Source: an optimization exercise on an open RTL-to-GDS flow (aim: small area, a short achievable clock period and few clock cycles per item). Production flows keep margins and buffers that such runs may drop.
In this exercise RTL edits were held to simulation tests only and were not proved equivalent to the original.
No activity file was given, so power comes from the tool's default toggle rates.

== build 69 ==
==> flow/design.v (excerpt) <==
module fp_encode_1750a (
    input  wire        clk,
    input  wire        rst,
    input  wire        in_valid,
    output wire        in_ready,
    input  wire [63:0] in_value,
    input  wire  [7:0] in_width,
    output wire        out_valid,
    input  wire        out_ready,
    output wire [47:0] out_data,
    output wire  [2:0] out_nbytes,
    output wire  [1:0] out_status
);
    wire [52:0] c_sig;
    wire        c_subn;
    wire  [2:0] c_fsel;
    wire        c_m39, c_m38;
    wire  [7:0] c_xe;
    wire        c_xinc, c_xdec;
    wire        c_nf;
    enc1750_core u_core (
        .value (in_value),
        .width (in_width),
        .sig   (c_sig),
        .subn  (c_subn),
        .fsel  (c_fsel),
        .m39   (c_m39),
        .m38   (c_m38),
        .xe    (c_xe),
        .xinc  (c_xinc),
        .xdec  (c_xdec),
        .nf    (c_nf)
    );
    reg        ov;       
    reg [52:0] sig_q;
    reg  [2:0] fsel_q;
    reg        m39_q, m38_q;
  ...
==> flow/config.mk <==
export PLATFORM = sky130hd
export DESIGN_NAME = fp_encode_1750a
export DESIGN_NICKNAME = fp_encode_1750a
export VERILOG_FILES = /design/flow/design.v
export SDC_FILE = /design/flow/constraint.sdc
export NUM_CORES = 4
export LEC_CHECK = 0
export ABC_AREA = 1
export CAP_MARGIN = 20
export CORE_MARGIN = 2
export CORE_UTILIZATION = 40
export CTS_CLUSTER_DIAMETER = 500
export CTS_CLUSTER_SIZE = 80
export SETUP_SLACK_MARGIN = 5
export SLEW_MARGIN = 20
==> flow/constraint.sdc <==
create_clock -name core_clock -period 10.0 [get_ports {clk}]
set_input_delay 2.0000 -clock core_clock [delete_from_list [all_inputs] [get_ports {clk}]]
set_output_delay 2.0000 -clock core_clock [all_outputs]
set_load 0.01 [all_outputs]
standard.sh (not shown) runs the stock make flow with config.mk's settings and CLKGATE_MAP_FILE= SYNTH_SCRIPT=/design/flow/synth_recipe.tcl, a recipe that flattens the netlist after the stock synthesis.
==> flow/flow/run.sh <==
#!/bin/bash
# The standard layout (standard.sh, the standard flow's own ORFS flow) with one change:
# the port buffers are sky130_fd_sc_hd__buf_2 cells instead of the delay
# buffers buffer_ports picks by default. Every port still gets a buffer.
set -euo pipefail
export BUFFER_PORTS_ARGS="-buffer_cell sky130_fd_sc_hd__buf_2"
bash standard.sh > standard.log 2>&1
Testbench counts of build 69, summed over its fixed seeds: cycles 24,936, items 24,000.
> inputs changed (build 69 -> build 32)
- setting CTS_BUF_LIST to sky130_fd_sc_hd__clkbuf_8 for the first time
- changing CTS_CLUSTER_SIZE from 80 to 30
- changing CTS_CLUSTER_DIAMETER from 500 to 200
Notes after the runs:
Between build 32 and build 69, the total vias in the final route does not differ in any meaningful way. Compared with build 69, in build 32 number of buffers other than clock buffers in the final layout held steady, utilization of the core after routing shrank by 0.69 points, maximum frequency from static timing analysis held steady. Build 32 ended up with a lower power density over the cells than build 69 did. Looking at amount of wire on met3 after detailed routing across build 32 and build 69, the one that comes out higher is build 32. Compared build 32 vs build 69, and relative area change from synthesis to final layout is down in build 32.
#### Input delta (build 5 over build 32)
- removing CTS_CLUSTER_DIAMETER (formerly 200)
- removing CTS_BUF_LIST (formerly sky130_fd_sc_hd__clkbuf_8)
- removing CTS_CLUSTER_SIZE (formerly 30)
[summary]
- Build 5 finished every stage and its layout cleared the timing, design-rule and antenna checks.
- Summary: worst slew margin relative to its limit, build 5 worse than build 32
- On build 5: worst setup slack for register-to-register paths is 0.03 ns lower than what build 32 gave.
- Compared with build 32, in build 5 area after synthesis saw little to no change, fraction of power consumed by combinational cells saw a decrease, worst IR drop on VDD saw an increase, final clock skew saw little to no change.
- Comparing build 32 against build 5, there is no change at all in depth of the critical timing path with buffers and inverters included.
- Reported for build 5 and build 32, area taken by multi-input logic gates turned out identical to the last digit.
- Per the comparison of build 5 with build 32, share of the clock period used by the worst path barely changed, routed length on met1 level.
Edits applied to the flow inputs when going from build 5 to build 56:
- putting CTS_BUF_LIST at sky130_fd_sc_hd__clkbuf_8 where nothing was set
==> flow/flow/run.sh <==
#!/bin/bash
set -euo pipefail
export BUFFER_PORTS_ARGS="-buffer_cell sky130_fd_sc_hd__buf_2"
export CTS_ARGS="-repair_clock_nets -buf_list sky130_fd_sc_hd__clkbuf_8 -sink_buffer_max_cap_derate 1.0 -sink_clustering_enable"
bash standard.sh > standard.log 2>&1
Build 5 has higher power than build 56. The clock group share of total power number comes out higher for build 5 vs build 56. Relative to build 5, combinational cell fraction of total power increased by 2.1 points in build 56. As far as final cell count is concerned, build 56 and build 5 perform about the same. Build 56 vs. build 5: maximum number of pins on one net before global-route repair about even; design area fell about 1.4%; final wirelength fell about 0.4%; global-route wire length before repair fell 150 um; transition time of the tightest slew-check pin fell 0.047 ns.
## Diff of input files: build 23 against build 56
- a deleted SETUP_SLACK_MARGIN that had been 5
- a deleted CTS_BUF_LIST that had been sky130_fd_sc_hd__clkbuf_8
==> flow/flow/run.sh <==
#!/bin/bash
# The standard layout (standard.sh, the standard flow's own ORFS flow) with one change:
# the port buffers are sky130_fd_sc_hd__buf_2 cells instead of the delay
# buffers buffer_ports picks by default. Every port still gets a buffer.
set -euo pipefail
export BUFFER_PORTS_ARGS="-buffer_cell sky130_fd_sc_hd__buf_2"
export SETUP_SLACK_MARGIN=5.7
bash standard.sh > standard.log 2>&1
### Flow results
Comparing build 23 and build 56, the lower multi-input combinational area share was measured on build 23.
Compared with build 56, in build 23 total power went up; clock period minus worst slack went down; area growth from synthesis to layout went up.
When build 23 is set beside build 56, its relative contribution of the clock network to total power turns out to be 3.7 points larger.

==> port drivers added, routing unchanged <==
The results above use ideal ports. As a check the final layouts listed here were re-extracted and re-timed, cells and wires unchanged. Step 1 sets driving cells, clkbuf_16 on the clock port and buf_2 on the other inputs (assumed; they add their load-dependent delay and slew). Step 2 times the ports against the registers' clock, not the clock port: input delays grow and output delays shrink by t, the midpoint of the rising clock arrivals with the driver on. Three values: ideal ports, drivers, drivers and shift; two values: the first two.
run | shift t [ns] | slack for setup (ns) | hold WS [ns] | worst data-port slew with drivers (ns) | pins driven straight from the clock port
build 69 | 0.373 | 5.560 / 5.542 / 5.542 | 0.586 / 0.586 / 0.586 | 0.07 | 1
build 32 | 0.395 | 5.560 / 5.532 / 5.541 | 0.588 / 0.588 / 0.588 | 0.07 | 1
build 5 | 0.373 | 5.560 / 5.542 / 5.542 | 0.586 / 0.586 / 0.586 | 0.07 | 1
build 56 | 0.395 | 5.560 / 5.532 / 5.541 | 0.588 / 0.588 / 0.588 | 0.07 | 1
build 23 | 0.369 | 5.628 / 5.584 / 5.584 | 0.618 / 0.618 / 0.618 | 0.07 | 1
After both steps every run listed still meets setup and hold. The setup slack of build 23, which loses most, moves by -0.044 ns with the drivers and by -0.044 ns with both steps.
